Context: an optimization exercise on an open-source flow, tuned for small area, a short achievable clock period and few clock cycles per item. The choices shown serve that exercise and are no tape-out recipe.
Function was checked by simulation only, so behaviour that the tests miss may differ from the original.

## flow/design.v (module list and top-level ports; edited modules follow where they fit)
// module fp_mul: 91 lines
// module fp_mul_prep: 29 lines
// module booth_enc: 17 lines
// module mul24b: 646 lines
// module fp_add: 114 lines
// module ladder_core: 132 lines
module ladder_core (
    input  wire        clk,
    input  wire        rst,        
    input  wire        in_valid,
    output wire        in_ready,
    input  wire [31:0] x,          
    input  wire [31:0] ec,         
    input  wire [31:0] rr,         
    output reg         out_valid,
    output wire [31:0] y           
);
  // ...
==> flow/run.sh <==
#!/bin/bash
# synth_recipe.tcl (not shown) runs the flow's synth.tcl, then flattens the netlist and writes it again
# the make line also repeats each setting of config.mk as NAME=value (left out here)
make -C /OpenROAD-flow-scripts/flow DESIGN_CONFIG=/design/flow/config.mk WORK_HOME=/design/flow/orfs CLKGATE_MAP_FILE= SYNTH_SCRIPT=/design/flow/synth_recipe.tcl finish
==> flow/config.mk <==
export PLATFORM = sky130hd
export DESIGN_NAME = ladder_core
export DESIGN_NICKNAME = ladder_core
export VERILOG_FILES = /design/flow/design.v
export SDC_FILE = /design/flow/constraint.sdc
export NUM_CORES = 4
export LEC_CHECK = 0
export ABC_AREA = 1
export CAP_MARGIN = 50
export CORE_MARGIN = 2
export CORE_UTILIZATION = 55
export SLEW_MARGIN = 70
==> flow/constraint.sdc <==
create_clock -name core_clock -period 22.0 [get_ports {clk}]
set_input_delay 4.4000 -clock core_clock [delete_from_list [all_inputs] [get_ports {clk}]]
set_output_delay 4.4000 -clock core_clock [all_outputs]
set_load 0.01 [all_outputs]
==> flow_summary.yaml, run 1 <==
finish:
  multi_input_comb_cells: 6667
  drive_above_1_share: 0.0739
  design_area_um2: 62400
  clk_share: 0.0239
worst_setup_path:
  worstReg2RegStart: "m[24]$_DFF_P_"
  reg2reg_slack_ps: 10690
  path_depth: 68
route:
  top_layer_used: "met5"
  drt_iter0_markers: 10193
  dr.pass1.iters: 10
placement:
  hpwl_mm: 199
  io_buffers: 132
  gp_congestion: 1.09
timing:
  clock.fmax_mhz: 88.5
  grt_setup_unrepaired: "false"
  setup_tns_ps: 0
  drv_slew: 0
  slew_headroom: 0.655
global_route:
  grt_max_degree: 69
clock_tree:
  cts_root_buf: "clkbuf_16"
  clk_latency_ps: 580
yosys:
  yosys-mux-area-fraction: 0.00407
  synth_warnings: 4
  yosys.area.top_type: "nand2_1"
  ys_seq_area_frac: 0.178
  synth_compound_area_frac: 0.201
  synth_fa_ha_area_frac: 0.173
  synth_top_family_by_area: "simple AND/OR/NAND/NOR gates"
  synthTopCellsByCount: "2075 x nand2_1, 1086 x inv_1, 687 x o21ai_0, 593 x nor2_1, 579 x nand3_1"
die:
  initial_core_util: 0.556
hold_path:
  min_to: "y_s$_DFF_P_"
run_status:
  status: "complete, no violations"
Testbench counts, summed over its fixed seeds: cycles 41,632, items 3,200.
==> module fp_mul, before the edit <==
module fp_mul (
    input  wire [31:0] a,
    input  wire [12:0] b_one,      
    input  wire [12:0] b_two,
    input  wire [12:0] b_neg,
    input  wire        b_s,        
    input  wire [7:0]  b_e,        
    input  wire        b_ez,       
    input  wire        b_fz,       
    input  wire [4:0]  b_lz,       
    input  wire [4:0]  b_tz,       
    output reg  [31:0] y
);
    wire        sy = a[31] ^ b_s;
    wire [7:0]  ea = a[30:23];
    wire [7:0]  eb = b_e;
    wire        a_ez = (ea == 8'd0);
    wire        a_fz = (a[22:0] == 23'd0);
    wire        a_nan  = (&ea) & ~a_fz;
    wire        b_nan  = (&eb) & ~b_fz;
    wire        a_inf  = (&ea) & a_fz;
    wire        b_inf  = (&eb) & b_fz;
    wire        a_zero = a_ez & a_fz;
    wire        b_zero = b_ez & b_fz;
    wire [23:0] ma = {~a_ez, a[22:0]};
    wire [47:0] prod;
    mul24b u_mul24 (.a(ma), .one(b_one), .two(b_two), .neg(b_neg), .p(prod));
    function [4:0] lzc24(input [23:0] v);
        integer i;
        begin
            lzc24 = 5'd0;
            for (i = 0; i < 24; i = i + 1)
                if (v[i]) lzc24 = 5'd23 - i[4:0];
        end
    endfunction
    function [4:0] tzc24(input [23:0] v);
        integer i;
        begin
            tzc24 = 5'd0;
            for (i = 23; i >= 0; i = i - 1)
                if (v[i]) tzc24 = i[4:0];
        end
    endfunction
    wire [4:0]  lza = a_ez ? lzc24(ma) : 5'd0;
    wire [4:0]  lzb = b_lz;
    wire [5:0]  lzs = {1'b0, lza} + {1'b0, lzb};
    wire [5:0]  tzs = {1'b0, tzc24(ma)} + {1'b0, b_tz};
    wire signed [10:0] eraw = $signed({3'b000, ea | {7'd0, a_ez}})
                            + $signed({3'b000, eb | {7'd0, b_ez}}) - 11'sd127;
    wire        left = (eraw >= 11'sd1);
    wire signed [10:0] em1 = eraw - 11'sd1;
    wire [4:0]  lsh = ($signed({5'd0, lzs}) <= em1) ? lzs[4:0] : em1[4:0];
    wire signed [10:0] rneg = 11'sd1 - eraw;
    wire [4:0]  rsh = (rneg > 11'sd31) ? 5'd31 : rneg[4:0];
    wire [4:0]  lshf = left ? lsh : 5'd0;
    wire [4:0]  rshf = left ? 5'd0 : rsh;
    wire [47:0] pl = prod << lshf;
    wire [47:0] pr = prod >> rshf;
    wire [25:0] w  = left ? pl[47:22] : pr[47:22];
    wire        st22 = left ? ({1'b0, tzs} + {2'b0, lshf} < 7'd22)
                            : ({1'b0, tzs} < 7'd22 + {2'b0, rshf});
    wire signed [10:0] e0 = left ? (eraw - $signed({6'd0, lshf})) : 11'sd1;
    reg  [7:0]  efield;
    reg  [22:0] frac;
    reg         g, s, ovf;
    reg  [30:0] mag;
    always @* begin
        if (w[25]) begin
            efield = e0[7:0] + 8'd1;
            frac   = w[24:2];
            g      = w[1];
            s      = w[0] | st22;
            ovf    = (e0 >= 11'sd254);
        end else begin
            efield = w[24] ? e0[7:0] : 8'd0;
            frac   = w[23:1];
            g      = w[0];
            s      = st22;
            ovf    = (e0 >= 11'sd255);
        end
        mag = {efield, frac} + {30'd0, (g & (s | frac[0]))};
        if (a_nan || b_nan || (a_inf && b_zero) || (b_inf && a_zero))
            y = 32'h7FC00000;
        else if (a_inf || b_inf || ovf)
            y = {sy, 8'hFF, 23'd0};
        else if (a_zero || b_zero)
            y = {sy, 31'd0};
        else
            y = {sy, mag};
    end
endmodule
==> module mul24b, before the edit <==
module mul24b (
    input  wire [23:0] a,
    input  wire [12:0] one,
    input  wire [12:0] two,
    input  wire [12:0] neg,
    output wire [47:0] p
);
    wire [25:0] a1 = {2'b00, a};
    wire [25:0] a2 = {1'b0, a, 1'b0};
    wire [26:0] q0 = {1'b0, ({26{one[0]}} & a1) | ({26{two[0]}} & a2)} ^ {27{neg[0]}};
    wire [26:0] q1 = {1'b0, ({26{one[1]}} & a1) | ({26{two[1]}} & a2)} ^ {27{neg[1]}};
    wire [26:0] q2 = {1'b0, ({26{one[2]}} & a1) | ({26{two[2]}} & a2)} ^ {27{neg[2]}};
    wire [26:0] q3 = {1'b0, ({26{one[3]}} & a1) | ({26{two[3]}} & a2)} ^ {27{neg[3]}};
    wire [26:0] q4 = {1'b0, ({26{one[4]}} & a1) | ({26{two[4]}} & a2)} ^ {27{neg[4]}};
    wire [26:0] q5 = {1'b0, ({26{one[5]}} & a1) | ({26{two[5]}} & a2)} ^ {27{neg[5]}};
    wire [26:0] q6 = {1'b0, ({26{one[6]}} & a1) | ({26{two[6]}} & a2)} ^ {27{neg[6]}};
    wire [26:0] q7 = {1'b0, ({26{one[7]}} & a1) | ({26{two[7]}} & a2)} ^ {27{neg[7]}};
    wire [26:0] q8 = {1'b0, ({26{one[8]}} & a1) | ({26{two[8]}} & a2)} ^ {27{neg[8]}};
    wire [26:0] q9 = {1'b0, ({26{one[9]}} & a1) | ({26{two[9]}} & a2)} ^ {27{neg[9]}};
    wire [26:0] q10 = {1'b0, ({26{one[10]}} & a1) | ({26{two[10]}} & a2)} ^ {27{neg[10]}};
    wire [26:0] q11 = {1'b0, ({26{one[11]}} & a1) | ({26{two[11]}} & a2)} ^ {27{neg[11]}};
    wire [26:0] q12 = {1'b0, ({26{one[12]}} & a1) | ({26{two[12]}} & a2)} ^ {27{neg[12]}};
    wire t1 = q0[24] ^ q1[22];
    wire t2 = q0[24] & q1[22];
    wire t3 = q0[25] ^ q1[23];
    wire t4 = q0[25] & q1[23];
    wire t5 = ~q0[26] ^ q1[24] ^ q2[22];
    wire t6 = (~q0[26] & q1[24]) | (q2[22] & (~q0[26] ^ q1[24]));
    wire t7 = q1[25] ^ q2[23];
    wire t8 = q1[25] & q2[23];
    wire t9 = q0[16] ^ q1[14];
    wire t10 = q0[16] & q1[14];
    wire t11 = q0[17] ^ q1[15];
    wire t12 = q0[17] & q1[15];
    wire t13 = q0[18] ^ q1[16] ^ q2[14];
    wire t14 = (q0[18] & q1[16]) | (q2[14] & (q0[18] ^ q1[16]));
    wire t15 = q3[12] ^ q4[10];
    wire t16 = q3[12] & q4[10];
    wire t17 = q0[19] ^ q1[17] ^ q2[15];
    wire t18 = (q0[19] & q1[17]) | (q2[15] & (q0[19] ^ q1[17]));
    wire t19 = q3[13] ^ q4[11];
    wire t20 = q3[13] & q4[11];
    wire t21 = q0[20] ^ q1[18] ^ q2[16];
    wire t22 = (q0[20] & q1[18]) | (q2[16] & (q0[20] ^ q1[18]));
    wire t23 = q3[14] ^ q4[12] ^ q5[10];
    wire t24 = (q3[14] & q4[12]) | (q5[10] & (q3[14] ^ q4[12]));
    wire t25 = q6[8] ^ q7[6];
    wire t26 = q6[8] & q7[6];
    wire t27 = q0[21] ^ q1[19] ^ q2[17];
    wire t28 = (q0[21] & q1[19]) | (q2[17] & (q0[21] ^ q1[19]));
    wire t29 = q3[15] ^ q4[13] ^ q5[11];
    wire t30 = (q3[15] & q4[13]) | (q5[11] & (q3[15] ^ q4[13]));
    wire t31 = q6[9] ^ q7[7];
    wire t32 = q6[9] & q7[7];
    wire t33 = q0[22] ^ q1[20] ^ q2[18];
    wire t34 = (q0[22] & q1[20]) | (q2[18] & (q0[22] ^ q1[20]));
    wire t35 = q3[16] ^ q4[14] ^ q5[12];
    wire t36 = (q3[16] & q4[14]) | (q5[12] & (q3[16] ^ q4[14]));
    wire t37 = q6[10] ^ q7[8] ^ q8[6];
    wire t38 = (q6[10] & q7[8]) | (q8[6] & (q6[10] ^ q7[8]));
    wire t39 = q9[4] ^ q10[2];
    wire t40 = q9[4] & q10[2];
    wire t41 = q0[23] ^ q1[21] ^ q2[19];
    wire t42 = (q0[23] & q1[21]) | (q2[19] & (q0[23] ^ q1[21]));
    wire t43 = q3[17] ^ q4[15] ^ q5[13];
    wire t44 = (q3[17] & q4[15]) | (q5[13] & (q3[17] ^ q4[15]));
    wire t45 = q6[11] ^ q7[9] ^ q8[7];
    wire t46 = (q6[11] & q7[9]) | (q8[7] & (q6[11] ^ q7[9]));
    wire t47 = q9[5] ^ q10[3];
    wire t48 = q9[5] & q10[3];
    wire t49 = t1 ^ q2[20] ^ q3[18];
    wire t50 = (t1 & q2[20]) | (q3[18] & (t1 ^ q2[20]));
    wire t51 = q4[16] ^ q5[14] ^ q6[12];
    wire t52 = (q4[16] & q5[14]) | (q6[12] & (q4[16] ^ q5[14]));
    wire t53 = q7[10] ^ q8[8] ^ q9[6];
    wire t54 = (q7[10] & q8[8]) | (q9[6] & (q7[10] ^ q8[8]));
    wire t55 = q10[4] ^ q11[2] ^ q12[0];
    wire t56 = (q10[4] & q11[2]) | (q12[0] & (q10[4] ^ q11[2]));
    wire t57 = t2 ^ t3 ^ q2[21];
    wire t58 = (t2 & t3) | (q2[21] & (t2 ^ t3));
    wire t59 = q3[19] ^ q4[17] ^ q5[15];
    wire t60 = (q3[19] & q4[17]) | (q5[15] & (q3[19] ^ q4[17]));
    wire t61 = q6[13] ^ q7[11] ^ q8[9];
    wire t62 = (q6[13] & q7[11]) | (q8[9] & (q6[13] ^ q7[11]));
    wire t63 = q9[7] ^ q10[5] ^ q11[3];
    wire t64 = (q9[7] & q10[5]) | (q11[3] & (q9[7] ^ q10[5]));
    wire t65 = t4 ^ t5 ^ q3[20];
    wire t66 = (t4 & t5) | (q3[20] & (t4 ^ t5));
    wire t67 = q4[18] ^ q5[16] ^ q6[14];
    wire t68 = (q4[18] & q5[16]) | (q6[14] & (q4[18] ^ q5[16]));
    wire t69 = q7[12] ^ q8[10] ^ q9[8];
    wire t70 = (q7[12] & q8[10]) | (q9[8] & (q7[12] ^ q8[10]));
    wire t71 = q10[6] ^ q11[4] ^ q12[2];
    wire t72 = (q10[6] & q11[4]) | (q12[2] & (q10[6] ^ q11[4]));
    wire t73 = t6 ^ t7 ^ q3[21];
    wire t74 = (t6 & t7) | (q3[21] & (t6 ^ t7));
    wire t75 = q4[19] ^ q5[17] ^ q6[15];
    wire t76 = (q4[19] & q5[17]) | (q6[15] & (q4[19] ^ q5[17]));
    wire t77 = q7[13] ^ q8[11] ^ q9[9];
    wire t78 = (q7[13] & q8[11]) | (q9[9] & (q7[13] ^ q8[11]));
    wire t79 = q10[7] ^ q11[5] ^ q12[3];
    wire t80 = (q10[7] & q11[5]) | (q12[3] & (q10[7] ^ q11[5]));
    wire t81 = t8 ^ ~q1[26] ^ q2[24];
    wire t82 = (t8 & ~q1[26]) | (q2[24] & (t8 ^ ~q1[26]));
    wire t83 = q3[22] ^ q4[20] ^ q5[18];
    wire t84 = (q3[22] & q4[20]) | (q5[18] & (q3[22] ^ q4[20]));
    wire t85 = q6[16] ^ q7[14] ^ q8[12];
    wire t86 = (q6[16] & q7[14]) | (q8[12] & (q6[16] ^ q7[14]));
    wire t87 = q9[10] ^ q10[8] ^ q11[6];
    wire t88 = (q9[10] & q10[8]) | (q11[6] & (q9[10] ^ q10[8]));
    wire t89 = q2[25] ^ q3[23] ^ q4[21];
    wire t90 = (q2[25] & q3[23]) | (q4[21] & (q2[25] ^ q3[23]));
    wire t91 = q5[19] ^ q6[17] ^ q7[15];
    wire t92 = (q5[19] & q6[17]) | (q7[15] & (q5[19] ^ q6[17]));
    wire t93 = q8[13] ^ q9[11] ^ q10[9];
    wire t94 = (q8[13] & q9[11]) | (q10[9] & (q8[13] ^ q9[11]));
    wire t95 = q11[7] ^ q12[5];
    wire t96 = q11[7] & q12[5];
    wire t97 = ~q2[26] ^ q3[24] ^ q4[22];
    wire t98 = (~q2[26] & q3[24]) | (q4[22] & (~q2[26] ^ q3[24]));
    wire t99 = q5[20] ^ q6[18] ^ q7[16];
    wire t100 = (q5[20] & q6[18]) | (q7[16] & (q5[20] ^ q6[18]));
    wire t101 = q8[14] ^ q9[12] ^ q10[10];
    wire t102 = (q8[14] & q9[12]) | (q10[10] & (q8[14] ^ q9[12]));
    wire t103 = q3[25] ^ q4[23] ^ q5[21];
    wire t104 = (q3[25] & q4[23]) | (q5[21] & (q3[25] ^ q4[23]));
    wire t105 = q6[19] ^ q7[17] ^ q8[15];
    wire t106 = (q6[19] & q7[17]) | (q8[15] & (q6[19] ^ q7[17]));
    wire t107 = q9[13] ^ q10[11];
    wire t108 = q9[13] & q10[11];
    wire t109 = ~q3[26] ^ q4[24] ^ q5[22];
    wire t110 = (~q3[26] & q4[24]) | (q5[22] & (~q3[26] ^ q4[24]));
    wire t111 = q6[20] ^ q7[18] ^ q8[16];
    wire t112 = (q6[20] & q7[18]) | (q8[16] & (q6[20] ^ q7[18]));
    wire t113 = q4[25] ^ q5[23] ^ q6[21];
    wire t114 = (q4[25] & q5[23]) | (q6[21] & (q4[25] ^ q5[23]));
    wire t115 = q7[19] ^ q8[17];
    wire t116 = q7[19] & q8[17];
    wire t117 = ~q4[26] ^ q5[24] ^ q6[22];
    wire t118 = (~q4[26] & q5[24]) | (q6[22] & (~q4[26] ^ q5[24]));
    wire t119 = q5[25] ^ q6[23];
    wire t120 = q5[25] & q6[23];
    wire t121 = q0[10] ^ q1[8];
    wire t122 = q0[10] & q1[8];
    wire t123 = q0[11] ^ q1[9];
    wire t124 = q0[11] & q1[9];
    wire t125 = q0[12] ^ q1[10] ^ q2[8];
    wire t126 = (q0[12] & q1[10]) | (q2[8] & (q0[12] ^ q1[10]));
    wire t127 = q3[6] ^ q4[4];
    wire t128 = q3[6] & q4[4];
    wire t129 = q0[13] ^ q1[11] ^ q2[9];
    wire t130 = (q0[13] & q1[11]) | (q2[9] & (q0[13] ^ q1[11]));
    wire t131 = q3[7] ^ q4[5];
    wire t132 = q3[7] & q4[5];
    wire t133 = q0[14] ^ q1[12] ^ q2[10];
    wire t134 = (q0[14] & q1[12]) | (q2[10] & (q0[14] ^ q1[12]));
    wire t135 = q3[8] ^ q4[6] ^ q5[4];
    wire t136 = (q3[8] & q4[6]) | (q5[4] & (q3[8] ^ q4[6]));
    wire t137 = q6[2] ^ q7[0];
    wire t138 = q6[2] & q7[0];
    wire t139 = q0[15] ^ q1[13] ^ q2[11];
    wire t140 = (q0[15] & q1[13]) | (q2[11] & (q0[15] ^ q1[13]));
    wire t141 = q3[9] ^ q4[7] ^ q5[5];
    wire t142 = (q3[9] & q4[7]) | (q5[5] & (q3[9] ^ q4[7]));
    wire t143 = q6[3] ^ q7[1];
    wire t144 = q6[3] & q7[1];
    wire t145 = t9 ^ q2[12] ^ q3[10];
    wire t146 = (t9 & q2[12]) | (q3[10] & (t9 ^ q2[12]));
    wire t147 = q4[8] ^ q5[6] ^ q6[4];
    wire t148 = (q4[8] & q5[6]) | (q6[4] & (q4[8] ^ q5[6]));
    wire t149 = q7[2] ^ q8[0] ^ neg[8];
    wire t150 = (q7[2] & q8[0]) | (neg[8] & (q7[2] ^ q8[0]));
    wire t151 = t10 ^ t11 ^ q2[13];
    wire t152 = (t10 & t11) | (q2[13] & (t10 ^ t11));
    wire t153 = q3[11] ^ q4[9] ^ q5[7];
    wire t154 = (q3[11] & q4[9]) | (q5[7] & (q3[11] ^ q4[9]));
    wire t155 = q6[5] ^ q7[3] ^ q8[1];
    wire t156 = (q6[5] & q7[3]) | (q8[1] & (q6[5] ^ q7[3]));
    wire t157 = t12 ^ t13 ^ t15;
    wire t158 = (t12 & t13) | (t15 & (t12 ^ t13));
    wire t159 = q5[8] ^ q6[6] ^ q7[4];
    wire t160 = (q5[8] & q6[6]) | (q7[4] & (q5[8] ^ q6[6]));
    wire t161 = q8[2] ^ q9[0] ^ neg[9];
    wire t162 = (q8[2] & q9[0]) | (neg[9] & (q8[2] ^ q9[0]));
    wire t163 = t14 ^ t16 ^ t17;
    wire t164 = (t14 & t16) | (t17 & (t14 ^ t16));
    wire t165 = t19 ^ q5[9] ^ q6[7];
    wire t166 = (t19 & q5[9]) | (q6[7] & (t19 ^ q5[9]));
    wire t167 = q7[5] ^ q8[3] ^ q9[1];
    wire t168 = (q7[5] & q8[3]) | (q9[1] & (q7[5] ^ q8[3]));
    wire t169 = t18 ^ t20 ^ t21;
    wire t170 = (t18 & t20) | (t21 & (t18 ^ t20));
    wire t171 = t23 ^ t25 ^ q8[4];
    wire t172 = (t23 & t25) | (q8[4] & (t23 ^ t25));
    wire t173 = q9[2] ^ q10[0] ^ neg[10];
    wire t174 = (q9[2] & q10[0]) | (neg[10] & (q9[2] ^ q10[0]));
    wire t175 = t22 ^ t24 ^ t26;
    wire t176 = (t22 & t24) | (t26 & (t22 ^ t24));
    wire t177 = t27 ^ t29 ^ t31;
    wire t178 = (t27 & t29) | (t31 & (t27 ^ t29));
    wire t179 = q8[5] ^ q9[3] ^ q10[1];
    wire t180 = (q8[5] & q9[3]) | (q10[1] & (q8[5] ^ q9[3]));
    wire t181 = t28 ^ t30 ^ t32;
    wire t182 = (t28 & t30) | (t32 & (t28 ^ t30));
    wire t183 = t33 ^ t35 ^ t37;
    wire t184 = (t33 & t35) | (t37 & (t33 ^ t35));
    wire t185 = t39 ^ q11[0] ^ neg[11];
    wire t186 = (t39 & q11[0]) | (neg[11] & (t39 ^ q11[0]));
    wire t187 = t34 ^ t36 ^ t38;
    wire t188 = (t34 & t36) | (t38 & (t34 ^ t36));
    wire t189 = t40 ^ t41 ^ t43;
    wire t190 = (t40 & t41) | (t43 & (t40 ^ t41));
    wire t191 = t45 ^ t47 ^ q11[1];
    wire t192 = (t45 & t47) | (q11[1] & (t45 ^ t47));
    wire t193 = t42 ^ t44 ^ t46;
    wire t194 = (t42 & t44) | (t46 & (t42 ^ t44));
    wire t195 = t48 ^ t49 ^ t51;
    wire t196 = (t48 & t49) | (t51 & (t48 ^ t49));
    wire t197 = t53 ^ t55 ^ neg[12];
    wire t198 = (t53 & t55) | (neg[12] & (t53 ^ t55));
    wire t199 = t50 ^ t52 ^ t54;
    wire t200 = (t50 & t52) | (t54 & (t50 ^ t52));
    wire t201 = t56 ^ t57 ^ t59;
    wire t202 = (t56 & t57) | (t59 & (t56 ^ t57));
    wire t203 = t61 ^ t63 ^ q12[1];
    wire t204 = (t61 & t63) | (q12[1] & (t61 ^ t63));
    wire t205 = t58 ^ t60 ^ t62;
    wire t206 = (t58 & t60) | (t62 & (t58 ^ t60));
    wire t207 = t64 ^ t65 ^ t67;
    wire t208 = (t64 & t65) | (t67 & (t64 ^ t65));
    wire t209 = t69 ^ t71 ^ 1'b1;
    wire t210 = (t69 & t71) | (1'b1 & (t69 ^ t71));
    wire t211 = t66 ^ t68 ^ t70;
    wire t212 = (t66 & t68) | (t70 & (t66 ^ t68));
    wire t213 = t72 ^ t73 ^ t75;
    wire t214 = (t72 & t73) | (t75 & (t72 ^ t73));
    wire t215 = t77 ^ t79 ^ 1'b1;
    wire t216 = (t77 & t79) | (1'b1 & (t77 ^ t79));
    wire t217 = t74 ^ t76 ^ t78;
    wire t218 = (t74 & t76) | (t78 & (t74 ^ t76));
    wire t219 = t80 ^ t81 ^ t83;
    wire t220 = (t80 & t81) | (t83 & (t80 ^ t81));
    wire t221 = t85 ^ t87 ^ q12[4];
    wire t222 = (t85 & t87) | (q12[4] & (t85 ^ t87));
    wire t223 = t82 ^ t84 ^ t86;
    wire t224 = (t82 & t84) | (t86 & (t82 ^ t84));
    wire t225 = t88 ^ t89 ^ t91;
    wire t226 = (t88 & t89) | (t91 & (t88 ^ t89));
    wire t227 = t93 ^ t95 ^ 1'b1;
    wire t228 = (t93 & t95) | (1'b1 & (t93 ^ t95));
    wire t229 = t90 ^ t92 ^ t94;
    wire t230 = (t90 & t92) | (t94 & (t90 ^ t92));
    wire t231 = t96 ^ t97 ^ t99;
    wire t232 = (t96 & t97) | (t99 & (t96 ^ t97));
    wire t233 = t101 ^ q11[8] ^ q12[6];
    wire t234 = (t101 & q11[8]) | (q12[6] & (t101 ^ q11[8]));
    wire t235 = t98 ^ t100 ^ t102;
    wire t236 = (t98 & t100) | (t102 & (t98 ^ t100));
    wire t237 = t103 ^ t105 ^ t107;
    wire t238 = (t103 & t105) | (t107 & (t103 ^ t105));
    wire t239 = q11[9] ^ q12[7] ^ 1'b1;
    wire t240 = (q11[9] & q12[7]) | (1'b1 & (q11[9] ^ q12[7]));
    wire t241 = t104 ^ t106 ^ t108;
    wire t242 = (t104 & t106) | (t108 & (t104 ^ t106));
    wire t243 = t109 ^ t111 ^ q9[14];
    wire t244 = (t109 & t111) | (q9[14] & (t109 ^ t111));
    wire t245 = q10[12] ^ q11[10] ^ q12[8];
    wire t246 = (q10[12] & q11[10]) | (q12[8] & (q10[12] ^ q11[10]));
    wire t247 = t110 ^ t112 ^ t113;
    wire t248 = (t110 & t112) | (t113 & (t110 ^ t112));
    wire t249 = t115 ^ q9[15] ^ q10[13];
    wire t250 = (t115 & q9[15]) | (q10[13] & (t115 ^ q9[15]));
    wire t251 = q11[11] ^ q12[9] ^ 1'b1;
    wire t252 = (q11[11] & q12[9]) | (1'b1 & (q11[11] ^ q12[9]));
    wire t253 = t114 ^ t116 ^ t117;
    wire t254 = (t114 & t116) | (t117 & (t114 ^ t116));
    wire t255 = q7[20] ^ q8[18] ^ q9[16];
    wire t256 = (q7[20] & q8[18]) | (q9[16] & (q7[20] ^ q8[18]));
    wire t257 = q10[14] ^ q11[12] ^ q12[10];
    wire t258 = (q10[14] & q11[12]) | (q12[10] & (q10[14] ^ q11[12]));
    wire t259 = t118 ^ t119 ^ q7[21];
    wire t260 = (t118 & t119) | (q7[21] & (t118 ^ t119));
    wire t261 = q8[19] ^ q9[17] ^ q10[15];
    wire t262 = (q8[19] & q9[17]) | (q10[15] & (q8[19] ^ q9[17]));
    wire t263 = q11[13] ^ q12[11] ^ 1'b1;
    wire t264 = (q11[13] & q12[11]) | (1'b1 & (q11[13] ^ q12[11]));
    wire t265 = t120 ^ ~q5[26] ^ q6[24];
    wire t266 = (t120 & ~q5[26]) | (q6[24] & (t120 ^ ~q5[26]));
    wire t267 = q7[22] ^ q8[20] ^ q9[18];
    wire t268 = (q7[22] & q8[20]) | (q9[18] & (q7[22] ^ q8[20]));
    wire t269 = q10[16] ^ q11[14] ^ q12[12];
    wire t270 = (q10[16] & q11[14]) | (q12[12] & (q10[16] ^ q11[14]));
    wire t271 = q6[25] ^ q7[23] ^ q8[21];
    wire t272 = (q6[25] & q7[23]) | (q8[21] & (q6[25] ^ q7[23]));
    wire t273 = q9[19] ^ q10[17] ^ q11[15];
    wire t274 = (q9[19] & q10[17]) | (q11[15] & (q9[19] ^ q10[17]));
    wire t275 = q12[13] ^ 1'b1;
    wire t276 = q12[13] & 1'b1;
    wire t277 = ~q6[26] ^ q7[24] ^ q8[22];
    wire t278 = (~q6[26] & q7[24]) | (q8[22] & (~q6[26] ^ q7[24]));
    wire t279 = q9[20] ^ q10[18] ^ q11[16];
    wire t280 = (q9[20] & q10[18]) | (q11[16] & (q9[20] ^ q10[18]));
    wire t281 = q7[25] ^ q8[23] ^ q9[21];
    wire t282 = (q7[25] & q8[23]) | (q9[21] & (q7[25] ^ q8[23]));
    wire t283 = q10[19] ^ q11[17];
    wire t284 = q10[19] & q11[17];
    wire t285 = ~q7[26] ^ q8[24] ^ q9[22];
    wire t286 = (~q7[26] & q8[24]) | (q9[22] & (~q7[26] ^ q8[24]));
    wire t287 = q8[25] ^ q9[23];
    wire t288 = q8[25] & q9[23];
    wire t289 = q0[6] ^ q1[4];
    wire t290 = q0[6] & q1[4];
    wire t291 = q0[7] ^ q1[5];
    wire t292 = q0[7] & q1[5];
    wire t293 = q0[8] ^ q1[6] ^ q2[4];
    wire t294 = (q0[8] & q1[6]) | (q2[4] & (q0[8] ^ q1[6]));
    wire t295 = q3[2] ^ q4[0];
    wire t296 = q3[2] & q4[0];
    wire t297 = q0[9] ^ q1[7] ^ q2[5];
    wire t298 = (q0[9] & q1[7]) | (q2[5] & (q0[9] ^ q1[7]));
    wire t299 = q3[3] ^ q4[1];
    wire t300 = q3[3] & q4[1];
    wire t301 = t121 ^ q2[6] ^ q3[4];
    wire t302 = (t121 & q2[6]) | (q3[4] & (t121 ^ q2[6]));
    wire t303 = q4[2] ^ q5[0] ^ neg[5];
    wire t304 = (q4[2] & q5[0]) | (neg[5] & (q4[2] ^ q5[0]));
    wire t305 = t122 ^ t123 ^ q2[7];
    wire t306 = (t122 & t123) | (q2[7] & (t122 ^ t123));
    wire t307 = q3[5] ^ q4[3] ^ q5[1];
    wire t308 = (q3[5] & q4[3]) | (q5[1] & (q3[5] ^ q4[3]));
    wire t309 = t124 ^ t125 ^ t127;
    wire t310 = (t124 & t125) | (t127 & (t124 ^ t125));
    wire t311 = q5[2] ^ q6[0] ^ neg[6];
    wire t312 = (q5[2] & q6[0]) | (neg[6] & (q5[2] ^ q6[0]));
    wire t313 = t126 ^ t128 ^ t129;
    wire t314 = (t126 & t128) | (t129 & (t126 ^ t128));
    wire t315 = t131 ^ q5[3] ^ q6[1];
    wire t316 = (t131 & q5[3]) | (q6[1] & (t131 ^ q5[3]));
    wire t317 = t130 ^ t132 ^ t133;
    wire t318 = (t130 & t132) | (t133 & (t130 ^ t132));
    wire t319 = t135 ^ t137 ^ neg[7];
    wire t320 = (t135 & t137) | (neg[7] & (t135 ^ t137));
    wire t321 = t134 ^ t136 ^ t138;
    wire t322 = (t134 & t136) | (t138 & (t134 ^ t136));
    wire t323 = t139 ^ t141 ^ t143;
    wire t324 = (t139 & t141) | (t143 & (t139 ^ t141));
    wire t325 = t140 ^ t142 ^ t144;
    wire t326 = (t140 & t142) | (t144 & (t140 ^ t142));
    wire t327 = t145 ^ t147 ^ t149;
    wire t328 = (t145 & t147) | (t149 & (t145 ^ t147));
    wire t329 = t146 ^ t148 ^ t150;
    wire t330 = (t146 & t148) | (t150 & (t146 ^ t148));
    wire t331 = t151 ^ t153 ^ t155;
    wire t332 = (t151 & t153) | (t155 & (t151 ^ t153));
    wire t333 = t152 ^ t154 ^ t156;
    wire t334 = (t152 & t154) | (t156 & (t152 ^ t154));
    wire t335 = t157 ^ t159 ^ t161;
    wire t336 = (t157 & t159) | (t161 & (t157 ^ t159));
    wire t337 = t158 ^ t160 ^ t162;
    wire t338 = (t158 & t160) | (t162 & (t158 ^ t160));
    wire t339 = t163 ^ t165 ^ t167;
    wire t340 = (t163 & t165) | (t167 & (t163 ^ t165));
    wire t341 = t164 ^ t166 ^ t168;
    wire t342 = (t164 & t166) | (t168 & (t164 ^ t166));
    wire t343 = t169 ^ t171 ^ t173;
    wire t344 = (t169 & t171) | (t173 & (t169 ^ t171));
    wire t345 = t170 ^ t172 ^ t174;
    wire t346 = (t170 & t172) | (t174 & (t170 ^ t172));
    wire t347 = t175 ^ t177 ^ t179;
    wire t348 = (t175 & t177) | (t179 & (t175 ^ t177));
    wire t349 = t176 ^ t178 ^ t180;
    wire t350 = (t176 & t178) | (t180 & (t176 ^ t178));
    wire t351 = t181 ^ t183 ^ t185;
    wire t352 = (t181 & t183) | (t185 & (t181 ^ t183));
    wire t353 = t182 ^ t184 ^ t186;
    wire t354 = (t182 & t184) | (t186 & (t182 ^ t184));
    wire t355 = t187 ^ t189 ^ t191;
    wire t356 = (t187 & t189) | (t191 & (t187 ^ t189));
    wire t357 = t188 ^ t190 ^ t192;
    wire t358 = (t188 & t190) | (t192 & (t188 ^ t190));
    wire t359 = t193 ^ t195 ^ t197;
    wire t360 = (t193 & t195) | (t197 & (t193 ^ t195));
    wire t361 = t194 ^ t196 ^ t198;
    wire t362 = (t194 & t196) | (t198 & (t194 ^ t196));
    wire t363 = t199 ^ t201 ^ t203;
    wire t364 = (t199 & t201) | (t203 & (t199 ^ t201));
    wire t365 = t200 ^ t202 ^ t204;
    wire t366 = (t200 & t202) | (t204 & (t200 ^ t202));
    wire t367 = t205 ^ t207 ^ t209;
    wire t368 = (t205 & t207) | (t209 & (t205 ^ t207));
    wire t369 = t206 ^ t208 ^ t210;
    wire t370 = (t206 & t208) | (t210 & (t206 ^ t208));
    wire t371 = t211 ^ t213 ^ t215;
    wire t372 = (t211 & t213) | (t215 & (t211 ^ t213));
    wire t373 = t212 ^ t214 ^ t216;
    wire t374 = (t212 & t214) | (t216 & (t212 ^ t214));
    wire t375 = t217 ^ t219 ^ t221;
    wire t376 = (t217 & t219) | (t221 & (t217 ^ t219));
    wire t377 = t218 ^ t220 ^ t222;
    wire t378 = (t218 & t220) | (t222 & (t218 ^ t220));
    wire t379 = t223 ^ t225 ^ t227;
    wire t380 = (t223 & t225) | (t227 & (t223 ^ t225));
    wire t381 = t224 ^ t226 ^ t228;
    wire t382 = (t224 & t226) | (t228 & (t224 ^ t226));
    wire t383 = t229 ^ t231 ^ t233;
    wire t384 = (t229 & t231) | (t233 & (t229 ^ t231));
    wire t385 = t230 ^ t232 ^ t234;
    wire t386 = (t230 & t232) | (t234 & (t230 ^ t232));
    wire t387 = t235 ^ t237 ^ t239;
    wire t388 = (t235 & t237) | (t239 & (t235 ^ t237));
    wire t389 = t236 ^ t238 ^ t240;
    wire t390 = (t236 & t238) | (t240 & (t236 ^ t238));
    wire t391 = t241 ^ t243 ^ t245;
    wire t392 = (t241 & t243) | (t245 & (t241 ^ t243));
    wire t393 = t242 ^ t244 ^ t246;
    wire t394 = (t242 & t244) | (t246 & (t242 ^ t244));
    wire t395 = t247 ^ t249 ^ t251;
    wire t396 = (t247 & t249) | (t251 & (t247 ^ t249));
    wire t397 = t248 ^ t250 ^ t252;
    wire t398 = (t248 & t250) | (t252 & (t248 ^ t250));
    wire t399 = t253 ^ t255 ^ t257;
    wire t400 = (t253 & t255) | (t257 & (t253 ^ t255));
    wire t401 = t254 ^ t256 ^ t258;
    wire t402 = (t254 & t256) | (t258 & (t254 ^ t256));
    wire t403 = t259 ^ t261 ^ t263;
    wire t404 = (t259 & t261) | (t263 & (t259 ^ t261));
    wire t405 = t260 ^ t262 ^ t264;
    wire t406 = (t260 & t262) | (t264 & (t260 ^ t262));
    wire t407 = t265 ^ t267 ^ t269;
    wire t408 = (t265 & t267) | (t269 & (t265 ^ t267));
    wire t409 = t266 ^ t268 ^ t270;
    wire t410 = (t266 & t268) | (t270 & (t266 ^ t268));
    wire t411 = t271 ^ t273 ^ t275;
    wire t412 = (t271 & t273) | (t275 & (t271 ^ t273));
    wire t413 = t272 ^ t274 ^ t276;
    wire t414 = (t272 & t274) | (t276 & (t272 ^ t274));
    wire t415 = t277 ^ t279 ^ q12[14];
    wire t416 = (t277 & t279) | (q12[14] & (t277 ^ t279));
    wire t417 = t278 ^ t280 ^ t281;
    wire t418 = (t278 & t280) | (t281 & (t278 ^ t280));
    wire t419 = t283 ^ q12[15] ^ 1'b1;
    wire t420 = (t283 & q12[15]) | (1'b1 & (t283 ^ q12[15]));
    wire t421 = t282 ^ t284 ^ t285;
    wire t422 = (t282 & t284) | (t285 & (t282 ^ t284));
    wire t423 = q10[20] ^ q11[18] ^ q12[16];
    wire t424 = (q10[20] & q11[18]) | (q12[16] & (q10[20] ^ q11[18]));
    wire t425 = t286 ^ t287 ^ q10[21];
    wire t426 = (t286 & t287) | (q10[21] & (t286 ^ t287));
    wire t427 = q11[19] ^ q12[17] ^ 1'b1;
    wire t428 = (q11[19] & q12[17]) | (1'b1 & (q11[19] ^ q12[17]));
    wire t429 = t288 ^ ~q8[26] ^ q9[24];
    wire t430 = (t288 & ~q8[26]) | (q9[24] & (t288 ^ ~q8[26]));
    wire t431 = q10[22] ^ q11[20] ^ q12[18];
    wire t432 = (q10[22] & q11[20]) | (q12[18] & (q10[22] ^ q11[20]));
    wire t433 = q9[25] ^ q10[23] ^ q11[21];
    wire t434 = (q9[25] & q10[23]) | (q11[21] & (q9[25] ^ q10[23]));
    wire t435 = q12[19] ^ 1'b1;
    wire t436 = q12[19] & 1'b1;
    wire t437 = ~q9[26] ^ q10[24] ^ q11[22];
    wire t438 = (~q9[26] & q10[24]) | (q11[22] & (~q9[26] ^ q10[24]));
    wire t439 = q10[25] ^ q11[23];
    wire t440 = q10[25] & q11[23];
    wire t441 = q0[4] ^ q1[2];
    wire t442 = q0[4] & q1[2];
    wire t443 = q0[5] ^ q1[3];
    wire t444 = q0[5] & q1[3];
    wire t445 = t289 ^ q2[2] ^ q3[0];
    wire t446 = (t289 & q2[2]) | (q3[0] & (t289 ^ q2[2]));
    wire t447 = t290 ^ t291 ^ q2[3];
    wire t448 = (t290 & t291) | (q2[3] & (t290 ^ t291));
    wire t449 = t292 ^ t293 ^ t295;
    wire t450 = (t292 & t293) | (t295 & (t292 ^ t293));
    wire t451 = t294 ^ t296 ^ t297;
    wire t452 = (t294 & t296) | (t297 & (t294 ^ t296));
    wire t453 = t298 ^ t300 ^ t301;
    wire t454 = (t298 & t300) | (t301 & (t298 ^ t300));
    wire t455 = t302 ^ t304 ^ t305;
    wire t456 = (t302 & t304) | (t305 & (t302 ^ t304));
    wire t457 = t306 ^ t308 ^ t309;
    wire t458 = (t306 & t308) | (t309 & (t306 ^ t308));
    wire t459 = t310 ^ t312 ^ t313;
    wire t460 = (t310 & t312) | (t313 & (t310 ^ t312));
    wire t461 = t314 ^ t316 ^ t317;
    wire t462 = (t314 & t316) | (t317 & (t314 ^ t316));
    wire t463 = t318 ^ t320 ^ t321;
    wire t464 = (t318 & t320) | (t321 & (t318 ^ t320));
    wire t465 = t322 ^ t324 ^ t325;
    wire t466 = (t322 & t324) | (t325 & (t322 ^ t324));
    wire t467 = t326 ^ t328 ^ t329;
    wire t468 = (t326 & t328) | (t329 & (t326 ^ t328));
    wire t469 = t330 ^ t332 ^ t333;
    wire t470 = (t330 & t332) | (t333 & (t330 ^ t332));
    wire t471 = t334 ^ t336 ^ t337;
    wire t472 = (t334 & t336) | (t337 & (t334 ^ t336));
    wire t473 = t338 ^ t340 ^ t341;
    wire t474 = (t338 & t340) | (t341 & (t338 ^ t340));
    wire t475 = t342 ^ t344 ^ t345;
    wire t476 = (t342 & t344) | (t345 & (t342 ^ t344));
    wire t477 = t346 ^ t348 ^ t349;
    wire t478 = (t346 & t348) | (t349 & (t346 ^ t348));
    wire t479 = t350 ^ t352 ^ t353;
    wire t480 = (t350 & t352) | (t353 & (t350 ^ t352));
    wire t481 = t354 ^ t356 ^ t357;
    wire t482 = (t354 & t356) | (t357 & (t354 ^ t356));
    wire t483 = t358 ^ t360 ^ t361;
    wire t484 = (t358 & t360) | (t361 & (t358 ^ t360));
    wire t485 = t362 ^ t364 ^ t365;
    wire t486 = (t362 & t364) | (t365 & (t362 ^ t364));
    wire t487 = t366 ^ t368 ^ t369;
    wire t488 = (t366 & t368) | (t369 & (t366 ^ t368));
    wire t489 = t370 ^ t372 ^ t373;
    wire t490 = (t370 & t372) | (t373 & (t370 ^ t372));
    wire t491 = t374 ^ t376 ^ t377;
    wire t492 = (t374 & t376) | (t377 & (t374 ^ t376));
    wire t493 = t378 ^ t380 ^ t381;
    wire t494 = (t378 & t380) | (t381 & (t378 ^ t380));
    wire t495 = t382 ^ t384 ^ t385;
    wire t496 = (t382 & t384) | (t385 & (t382 ^ t384));
    wire t497 = t386 ^ t388 ^ t389;
    wire t498 = (t386 & t388) | (t389 & (t386 ^ t388));
    wire t499 = t390 ^ t392 ^ t393;
    wire t500 = (t390 & t392) | (t393 & (t390 ^ t392));
    wire t501 = t394 ^ t396 ^ t397;
    wire t502 = (t394 & t396) | (t397 & (t394 ^ t396));
    wire t503 = t398 ^ t400 ^ t401;
    wire t504 = (t398 & t400) | (t401 & (t398 ^ t400));
    wire t505 = t402 ^ t404 ^ t405;
    wire t506 = (t402 & t404) | (t405 & (t402 ^ t404));
    wire t507 = t406 ^ t408 ^ t409;
    wire t508 = (t406 & t408) | (t409 & (t406 ^ t408));
    wire t509 = t410 ^ t412 ^ t413;
    wire t510 = (t410 & t412) | (t413 & (t410 ^ t412));
    wire t511 = t414 ^ t416 ^ t417;
    wire t512 = (t414 & t416) | (t417 & (t414 ^ t416));
    wire t513 = t418 ^ t420 ^ t421;
    wire t514 = (t418 & t420) | (t421 & (t418 ^ t420));
    wire t515 = t422 ^ t424 ^ t425;
    wire t516 = (t422 & t424) | (t425 & (t422 ^ t424));
    wire t517 = t426 ^ t428 ^ t429;
    wire t518 = (t426 & t428) | (t429 & (t426 ^ t428));
    wire t519 = t430 ^ t432 ^ t433;
    wire t520 = (t430 & t432) | (t433 & (t430 ^ t432));
    wire t521 = t434 ^ t436 ^ t437;
    wire t522 = (t434 & t436) | (t437 & (t434 ^ t436));
    wire t523 = t438 ^ t439 ^ q12[21];
    wire t524 = (t438 & t439) | (q12[21] & (t438 ^ t439));
    wire t525 = t440 ^ ~q10[26] ^ q11[24];
    wire t526 = (t440 & ~q10[26]) | (q11[24] & (t440 ^ ~q10[26]));
    wire t527 = q11[25] ^ q12[23];
    wire t528 = q11[25] & q12[23];
    wire t529 = q0[2] ^ q1[0];
    wire t530 = q0[2] & q1[0];
    wire t531 = q0[3] ^ q1[1];
    wire t532 = q0[3] & q1[1];
    wire t533 = t441 ^ q2[0] ^ neg[2];
    wire t534 = (t441 & q2[0]) | (neg[2] & (t441 ^ q2[0]));
    wire t535 = t442 ^ t443 ^ q2[1];
    wire t536 = (t442 & t443) | (q2[1] & (t442 ^ t443));
    wire t537 = t444 ^ t445 ^ neg[3];
    wire t538 = (t444 & t445) | (neg[3] & (t444 ^ t445));
    wire t539 = t446 ^ t447 ^ q3[1];
    wire t540 = (t446 & t447) | (q3[1] & (t446 ^ t447));
    wire t541 = t448 ^ t449 ^ neg[4];
    wire t542 = (t448 & t449) | (neg[4] & (t448 ^ t449));
    wire t543 = t450 ^ t451 ^ t299;
    wire t544 = (t450 & t451) | (t299 & (t450 ^ t451));
    wire t545 = t452 ^ t453 ^ t303;
    wire t546 = (t452 & t453) | (t303 & (t452 ^ t453));
    wire t547 = t454 ^ t455 ^ t307;
    wire t548 = (t454 & t455) | (t307 & (t454 ^ t455));
    wire t549 = t456 ^ t457 ^ t311;
    wire t550 = (t456 & t457) | (t311 & (t456 ^ t457));
    wire t551 = t458 ^ t459 ^ t315;
    wire t552 = (t458 & t459) | (t315 & (t458 ^ t459));
    wire t553 = t460 ^ t461 ^ t319;
    wire t554 = (t460 & t461) | (t319 & (t460 ^ t461));
    wire t555 = t462 ^ t463 ^ t323;
    wire t556 = (t462 & t463) | (t323 & (t462 ^ t463));
    wire t557 = t464 ^ t465 ^ t327;
    wire t558 = (t464 & t465) | (t327 & (t464 ^ t465));
    wire t559 = t466 ^ t467 ^ t331;
    wire t560 = (t466 & t467) | (t331 & (t466 ^ t467));
    wire t561 = t468 ^ t469 ^ t335;
    wire t562 = (t468 & t469) | (t335 & (t468 ^ t469));
    wire t563 = t470 ^ t471 ^ t339;
    wire t564 = (t470 & t471) | (t339 & (t470 ^ t471));
    wire t565 = t472 ^ t473 ^ t343;
    wire t566 = (t472 & t473) | (t343 & (t472 ^ t473));
    wire t567 = t474 ^ t475 ^ t347;
    wire t568 = (t474 & t475) | (t347 & (t474 ^ t475));
    wire t569 = t476 ^ t477 ^ t351;
    wire t570 = (t476 & t477) | (t351 & (t476 ^ t477));
    wire t571 = t478 ^ t479 ^ t355;
    wire t572 = (t478 & t479) | (t355 & (t478 ^ t479));
    wire t573 = t480 ^ t481 ^ t359;
    wire t574 = (t480 & t481) | (t359 & (t480 ^ t481));
    wire t575 = t482 ^ t483 ^ t363;
    wire t576 = (t482 & t483) | (t363 & (t482 ^ t483));
    wire t577 = t484 ^ t485 ^ t367;
    wire t578 = (t484 & t485) | (t367 & (t484 ^ t485));
    wire t579 = t486 ^ t487 ^ t371;
    wire t580 = (t486 & t487) | (t371 & (t486 ^ t487));
    wire t581 = t488 ^ t489 ^ t375;
    wire t582 = (t488 & t489) | (t375 & (t488 ^ t489));
    wire t583 = t490 ^ t491 ^ t379;
    wire t584 = (t490 & t491) | (t379 & (t490 ^ t491));
    wire t585 = t492 ^ t493 ^ t383;
    wire t586 = (t492 & t493) | (t383 & (t492 ^ t493));
    wire t587 = t494 ^ t495 ^ t387;
    wire t588 = (t494 & t495) | (t387 & (t494 ^ t495));
    wire t589 = t496 ^ t497 ^ t391;
    wire t590 = (t496 & t497) | (t391 & (t496 ^ t497));
    wire t591 = t498 ^ t499 ^ t395;
    wire t592 = (t498 & t499) | (t395 & (t498 ^ t499));
    wire t593 = t500 ^ t501 ^ t399;
    wire t594 = (t500 & t501) | (t399 & (t500 ^ t501));
    wire t595 = t502 ^ t503 ^ t403;
    wire t596 = (t502 & t503) | (t403 & (t502 ^ t503));
    wire t597 = t504 ^ t505 ^ t407;
    wire t598 = (t504 & t505) | (t407 & (t504 ^ t505));
    wire t599 = t506 ^ t507 ^ t411;
    wire t600 = (t506 & t507) | (t411 & (t506 ^ t507));
    wire t601 = t508 ^ t509 ^ t415;
    wire t602 = (t508 & t509) | (t415 & (t508 ^ t509));
    wire t603 = t510 ^ t511 ^ t419;
    wire t604 = (t510 & t511) | (t419 & (t510 ^ t511));
    wire t605 = t512 ^ t513 ^ t423;
    wire t606 = (t512 & t513) | (t423 & (t512 ^ t513));
    wire t607 = t514 ^ t515 ^ t427;
    wire t608 = (t514 & t515) | (t427 & (t514 ^ t515));
    wire t609 = t516 ^ t517 ^ t431;
    wire t610 = (t516 & t517) | (t431 & (t516 ^ t517));
    wire t611 = t518 ^ t519 ^ t435;
    wire t612 = (t518 & t519) | (t435 & (t518 ^ t519));
    wire t613 = t520 ^ t521 ^ q12[20];
    wire t614 = (t520 & t521) | (q12[20] & (t520 ^ t521));
    wire t615 = t522 ^ t523 ^ 1'b1;
    wire t616 = (t522 & t523) | (1'b1 & (t522 ^ t523));
    wire t617 = t524 ^ t525 ^ q12[22];
    wire t618 = (t524 & t525) | (q12[22] & (t524 ^ t525));
    wire t619 = t526 ^ t527 ^ 1'b1;
    wire t620 = (t526 & t527) | (1'b1 & (t526 ^ t527));
    wire [47:0] r0 = {t618, t616, t614, t612, t610, t608, t606, t604, t602, t600, t598, t596, t594, t592, t590, t588, t586, t584, t582, t580, t578, t576, t574, t572, t570, t568, t566, t564, t562, t560, t558, t556, t554, t552, t550, t548, t546, t544, t542, t540, t538, t536, t534, t532, t530, t529, q0[1], q0[0]};
    wire [47:0] r1 = {t619, t617, t615, t613, t611, t609, t607, t605, t603, t601, t599, t597, t595, t593, t591, t589, t587, t585, t583, t581, t579, t577, t575, t573, t571, t569, t567, t565, t563, t561, t559, t557, t555, t553, t551, t549, t547, t545, t543, t541, t539, t537, t535, t533, t531, neg[1], 1'b0, neg[0]};
    assign p = r0 + r1;
endmodule
==> module fp_add, before the edit <==
module fp_add (
    input  wire [31:0] a,
    input  wire [31:0] b,
    input  wire        sub,
    output reg  [31:0] y
);
    wire [31:0] bb = {b[31] ^ sub, b[30:0]};
    wire a_emax = &a[30:23];
    wire b_emax = &bb[30:23];
    wire a_fz   = (a[22:0] == 23'd0);
    wire b_fz   = (bb[22:0] == 23'd0);
    wire a_nan  = a_emax & ~a_fz;
    wire b_nan  = b_emax & ~b_fz;
    wire a_inf  = a_emax & a_fz;
    wire b_inf  = b_emax & b_fz;
    wire        a_ez = (a[30:23] == 8'd0);
    wire        b_ez = (bb[30:23] == 8'd0);
    wire [7:0]  ea = a[30:23]  | {7'd0, a_ez};
    wire [7:0]  eb = bb[30:23] | {7'd0, b_ez};
    wire [23:0] ma = {~a_ez, a[22:0]};
    wire [23:0] mb = {~b_ez, bb[22:0]};
    wire [8:0]  dab  = {1'b0, ea} - {1'b0, eb};
    wire [8:0]  dba  = {1'b0, eb} - {1'b0, ea};
    wire        bbig = dab[8];                  
    wire [7:0]  ep   = bbig ? eb : ea;
    wire [23:0] mp   = bbig ? mb : ma;
    wire        sp   = bbig ? bb[31] : a[31];
    wire        eff_sub = a[31] ^ bb[31];
    wire        d0   = (ea == eb);
    wire        d1   = (dab[7:0] == 8'd1) | (dba[7:0] == 8'd1);
    wire        near = eff_sub & (d0 | d1);
    function [4:0] tzc24(input [23:0] v);
        integer i;
        begin
            tzc24 = 5'd24;
            for (i = 23; i >= 0; i = i - 1)
                if (v[i]) tzc24 = i[4:0];
        end
    endfunction
    function [26:0] align(input [23:0] m, input [7:0] d);
        reg [4:0]  ds;
        reg [26:0] ms;
        reg        stk;
        begin
            ds    = (d > 8'd27) ? 5'd27 : d[4:0];
            ms    = {m, 3'b000} >> ds;
            stk   = ({1'b0, tzc24(m)} + 6'd3 < {1'b0, ds});
            align = {ms[26:1], ms[0] | stk};
        end
    endfunction
    wire [26:0] mb_al = align(mb, dab[7:0]);    
    wire [26:0] ma_al = align(ma, dba[7:0]);    
    wire [26:0] mq_al = bbig ? ma_al : mb_al;
    wire [27:0] mp27 = {1'b0, mp, 3'b000};
    wire [27:0] fsum = eff_sub ? (mp27 - {1'b0, mq_al}) : (mp27 + {1'b0, mq_al});
    reg  [26:0] fn;
    reg  [8:0]  fe;
    always @* begin
        if (fsum[27]) begin
            fn = {fsum[27:2], fsum[1] | fsum[0]};
            fe = {1'b0, ep} + 9'd1;
        end else if (fsum[26] || ep == 8'd1) begin
            fn = fsum[26:0];
            fe = {1'b0, ep};
        end else begin
            fn = {fsum[25:0], 1'b0};
            fe = {1'b0, ep} - 9'd1;
        end
    end
    wire [25:0] dab0 = {1'b0, ma, 1'b0} - {1'b0, mb, 1'b0};
    wire [24:0] dba0 = {mb, 1'b0} - {ma, 1'b0};
    wire        aneg0 = dab0[25];                
    wire [24:0] dn1a = {ma, 1'b0} - {1'b0, mb};   
    wire [24:0] dn1b = {mb, 1'b0} - {1'b0, ma};   
    wire [24:0] r25  = d0 ? (aneg0 ? dba0 : dab0[24:0]) : (bbig ? dn1b : dn1a);
    wire        nsgn = d0 ? (aneg0 ? bb[31] : a[31]) : sp;
    wire [7:0]  em1 = ep - 8'd1;
    wire [24:0] lim = (em1 < 8'd25) ? (25'h1000000 >> em1[4:0]) : 25'd0;
    wire [24:0] rv  = r25 | lim;
    function [4:0] lzc25(input [24:0] v);
        integer i;
        begin
            lzc25 = 5'd25;
            for (i = 0; i < 25; i = i + 1)
                if (v[i]) lzc25 = 5'd24 - i[4:0];
        end
    endfunction
    wire [4:0]  shl = lzc25(rv);
    wire [24:0] rn  = r25 << shl;
    wire [26:0] nn  = {rn, 2'b00};
    wire [8:0]  ne  = {1'b0, ep} - {4'd0, shl};
    wire [26:0] n  = near ? nn : fn;
    wire [8:0]  e  = near ? ne : fe;
    wire        sr = near ? nsgn : sp;
    wire [7:0]  efield = n[26] ? e[7:0] : 8'd0;
    wire        rnd = n[2] & (n[1] | n[0] | n[3]);
    wire [30:0] mag = {efield, n[25:3]} + {30'd0, rnd};
    wire        zero = near & d0 & (ma == mb);
    wire        ovf  = ~near & (e >= 9'd255);
    always @* begin
        if (a_nan || b_nan || (a_inf && b_inf && (a[31] != bb[31])))
            y = 32'h7FC00000;
        else if (a_inf)
            y = a;
        else if (b_inf)
            y = bb;
        else if (zero)
            y = {(a[31] & bb[31]), 31'd0};
        else if (ovf)
            y = {sr, 8'hFF, 23'd0};
        else
            y = {sr, mag};
    end
endmodule
==> run 2: changes to the inputs <==
--- a/flow/design.v
+++ b/flow/design.v
@@ -65,3 +65,4 @@
     reg         g, s, ovf;
-    reg  [30:0] mag;
+    wire [30:0] mag;
+    ks_add #(.W(31)) u_rnd (.a({efield, frac}), .b(31'd0), .ci(g & (s | frac[0])), .s(mag), .co());
     always @* begin
@@ -80,3 +81,2 @@
         end
-        mag = {efield, frac} + {30'd0, (g & (s | frac[0]))};
         if (a_nan || b_nan || (a_inf && b_zero) || (b_inf && a_zero))
@@ -781,3 +781,3 @@
     wire [47:0] r1 = {t619, t617, t615, t613, t611, t609, t607, t605, t603, t601, t599, t597, t595, t593, t591, t589, t587, t585, t583, t581, t579, t577, t575, t573, t571, t569, t567, t565, t563, t561, t559, t557, t555, t553, t551, t549, t547, t545, t543, t541, t539, t537, t535, t533, t531, neg[1], 1'b0, neg[0]};
-    assign p = r0 + r1;
+    ks_add #(.W(48)) u_cpa (.a(r0), .b(r1), .ci(1'b0), .s(p), .co());
 endmodule
@@ -837,3 +837,4 @@
     wire [27:0] mp27 = {1'b0, mp, 3'b000};
-    wire [27:0] fsum = eff_sub ? (mp27 - {1'b0, mq_al}) : (mp27 + {1'b0, mq_al});
+    wire [27:0] fsum;
+    ks_add #(.W(28)) u_fsum (.a(mp27), .b({1'b0, mq_al} ^ {28{eff_sub}}), .ci(eff_sub), .s(fsum), .co());
     reg  [26:0] fn;
@@ -879,3 +880,4 @@
     wire        rnd = n[2] & (n[1] | n[0] | n[3]);
-    wire [30:0] mag = {efield, n[25:3]} + {30'd0, rnd};
+    wire [30:0] mag;
+    ks_add #(.W(31)) u_rnd (.a({efield, n[25:3]}), .b(31'd0), .ci(rnd), .s(mag), .co());
     wire        zero = near & d0 & (ma == mb);
@@ -897,2 +899,33 @@
 endmodule
+module ks_add #(
+    parameter W = 8
+) (
+    input  wire [W-1:0] a,
+    input  wire [W-1:0] b,
+    input  wire         ci,
+    output wire [W-1:0] s,
+    output wire         co
+);
+    localparam L = (W >= 64) ? 7 : (W >= 32) ? 6 : (W >= 16) ? 5 : (W >= 8) ? 4 : 3;
+    wire [W:0] g [0:L];
+    wire [W:0] p [0:L];
+    assign g[0] = {a & b, ci};
+    assign p[0] = {a ^ b, 1'b0};
+    genvar k, i;
+    generate
+        for (k = 0; k < L; k = k + 1) begin : g_lvl
+            for (i = 0; i <= W; i = i + 1) begin : g_bit
+                if (i >= (1 << k)) begin : g_op
+                    assign g[k+1][i] = g[k][i] | (p[k][i] & g[k][i-(1<<k)]);
+                    assign p[k+1][i] = p[k][i] & p[k][i-(1<<k)];
+                end else begin : g_pass
+                    assign g[k+1][i] = g[k][i];
+                    assign p[k+1][i] = p[k][i];
+                end
+            end
+        end
+    endgenerate
+    assign s  = (a ^ b) ^ g[L][W-1:0];
+    assign co = g[L][W];
+endmodule
 module ladder_core (
==> flow_summary.yaml, run 2 <==
clock_tree:
  clk_latency_ps: 590
  cts_root_buf: "clkbuf_16"
  cts_hold_buf: 0
  cts_sinks: 426
  cts_buffers: 41
  post-cts-setup-buffers: 0
  clk_path_buf_depth: 3
  cts_resized: 0
  htreeDepth: 2
  clk_pin_slew_ps: 70
  cts_tree: "done"
timing:
  worst_slew_pin_slew_ps: 532
  whs_ps: 448
  period_minus_slack_ps: 10330
  period_share: 0.470
  finalSetupViolations: 0
  clock.fmax_mhz: 96.8
  finalClockSkew_ps: 34.7
  grt_setup_unrepaired: "false"
  setup_tns_ps: 0
  drv_slew: 0
  hold_viol_final: 0
  slew_headroom: 0.642
yosys:
  ys_types: 83
  synthXorXnorAreaFrac: 0.0742
  yosys.area.top_type: "nand2_1"
  synth_warnings: 7
  synth_most_common_cell: "nand2_1"
  synthFlopType: "dfxtp_1"
  yosys.area_share.simple: 0.244
  synth_top_family_by_area: "simple AND/OR/NAND/NOR gates"
  synth_area_leaders: "nand2_1 13%, dfxtp_1 9.5%, fa_1 9.5%, edfxtp_1 8.6%, ha_1 7.5%"
  ys_seq_area_frac: 0.182
  synth-seq-cells: 426
  synth.cell_area_um2: 55800
  synth_compound_area_frac: 0.221
  async_reset_ff_frac: 0
  syn_avg_cell_area_um2: 6.70
  synthTopCellsByCount: "1861 x nand2_1, 1005 x inv_1, 702 x o21ai_0, 577 x nor2_1, 510 x a21oi_1"
  synth_cells: 8327
  synth_fa_ha_area_frac: 0.170
  yosys-mux-area-fraction: 0.00399
  synth_edf_count: 160
  netlist.area_leader.share: 0.125
  syn-num-nets: 9025
die:
  io_pins: 133
  rows: 116
  die_area_um2: 104000
  dieWidth_um: 322
  core_um2: 100000
  dieHeight_um: 322
  initial_core_util: 0.556
worst_setup_path:
  cp_max_fo: 35
  critical_path_buf_inv_count: 8
  critical_path_required_ps: 22450
  cp.arrival_ps: 10780
  crit_path_end_kind: "register"
  cp-start-kind: "register"
  cpMostUsedCell: "nand2_1"
  critPathMaxStageDelay_ps: 620
  critPathTopFamily: "adder cells"
  cp_slowest_cell: "fa_1"
  worstSetupPathType: "reg2reg"
finish:
  drive_above_1_share: 0.0779
  syn_to_final_growth_pct: 8.71
  final_common_cell: "nand2_1"
  final_cell_mix: "1838 x nand2_1, 954 x inv_1, 648 x o21ai_0, 557 x nor2_1, 500 x a21oi_1"
  fin_nets: 8942
  postLayoutCoreUtil: 0.605
route:
  wirelength_mm: 246
  viasPerCell: 6.37
  dr.pass1.iters: 6
  drtAntennaViolNets: 0
  drt_iter0_markers: 8056
  drc_errors: 0
  wire_per_inst_um: 25.5
  dr_total_vias: 61388
run_status:
  status: "complete, no violations"
placement:
  gp_congestion: 1.08
  io_buffers: 132
  hpwl_mm: 191
global_route:
  busiest_layer: "met2"
  met3_usage: 0.126
  grt_usage: 0.460
  met2_usage: 0.719
  met1_usage: 0.527
  grt_pass1_vias: 57049
  grt_pass1_wl_mm: 360
  grt_max_degree: 79
  grt_overflow: 0
  antenna_found_initial: 12
hold_path:
  hp-class: "reg2reg"
flow_run:
  drv_cap: 0
## run 2: final cells by class
class / instances / area, um^2
inverters: 1075 / 4140
fillers: 9671 / 39700
multi-input cells: 6411 / 40600
repair buffers: 289 / 2660
clock buffers: 58 / 1150
clock inverters: 18 / 190
diodes: 8 / 20.0
well taps: 1357 / 1700
flip-flops and latches: 426 / 10200
## run 2: final timing paths
check / start / endpoint / slack (ps) / cells past startpoint
setup reg to reg: y_neg[2]$_DFF_P_ / xr[26]$_DFF_P_ / 11670 / 45
setup / recovery: y_neg[2]$_DFF_P_ / xr[26]$_DFF_P_ / 11670 / 45
hold / removal: sb[18]$_DFFE_PP_ / f[18]$_DFFE_PP_ / 450 / 0
hold reg to reg: sb[18]$_DFFE_PP_ / f[18]$_DFFE_PP_ / 450 / 0
## run 2: worst reg2reg max path: cells and delay by family (launching register included)
kind | cells | cell delay (ps)
AOI/OAI and AO/OA | 8 | 1400
adders and majority gates | 7 | 3470
DFF | 1 | 330
buffers and inverters | 8 | 1550
and+or+nand+nor | 20 | 2930
xor gates and xnor gates | 2 | 550
## run 2: logic make-up after synthesis
group | after synthesis
compound gates | 2115
fa+ha+maj | 599
simple gates | 3205
xor+xnor | 470
mux | 22
buf+inv | 1490
flops | 426
## run 2: through the flow
stage	area, um^2	instances	worst slack [ps]
floorplan	55800	8327	13540
CTS	60200	9619	11890
detailed placement	58900	9543	11940
global route	60600	9634	10660
finish	60600	9642	11670
global placement	57800	9502	11630
## run 2: layer usage
metal	wire [um]	part of all wire	vias up
li1	-	-	27748
met1	86800	0.35	28663
met2	106000	0.43	3841
met3	28000	0.11	1128
met4	24900	0.10	8
met5	97	0.00039	-
Testbench counts of run 2, summed over its fixed seeds: cycles 41,632, items 3,200.

[re-timing with driven ports]
The results above use ideal ports. As a check the final layouts listed here were re-extracted and re-timed, cells and wires unchanged. Step 1 assumes that a clkbuf_16 drives the clock port and a buf_2 every other input. Step 2 adds t to the input delays and takes it off the output delays; t is the mean of the earliest and latest rising clock arrival at the registers after step 1. Input paths then give back, and output paths get back, about the clock's delay inside the block. a / b / c = ideal / step 1 / step 2; a / b = the first two.
run | shift t [ns] | slack for setup (ns) | worst hold slack (ns) | worst setup path at the end
run 1 | 0.625 | 10.695 / 10.695 / 10.695 | 0.476 / 0.476 / 0.476 | register to register
run 2 | 0.643 | 11.666 / 11.666 / 11.666 | 0.448 / 0.448 / 0.448 | register to register
After both steps every run listed still meets setup and hold.
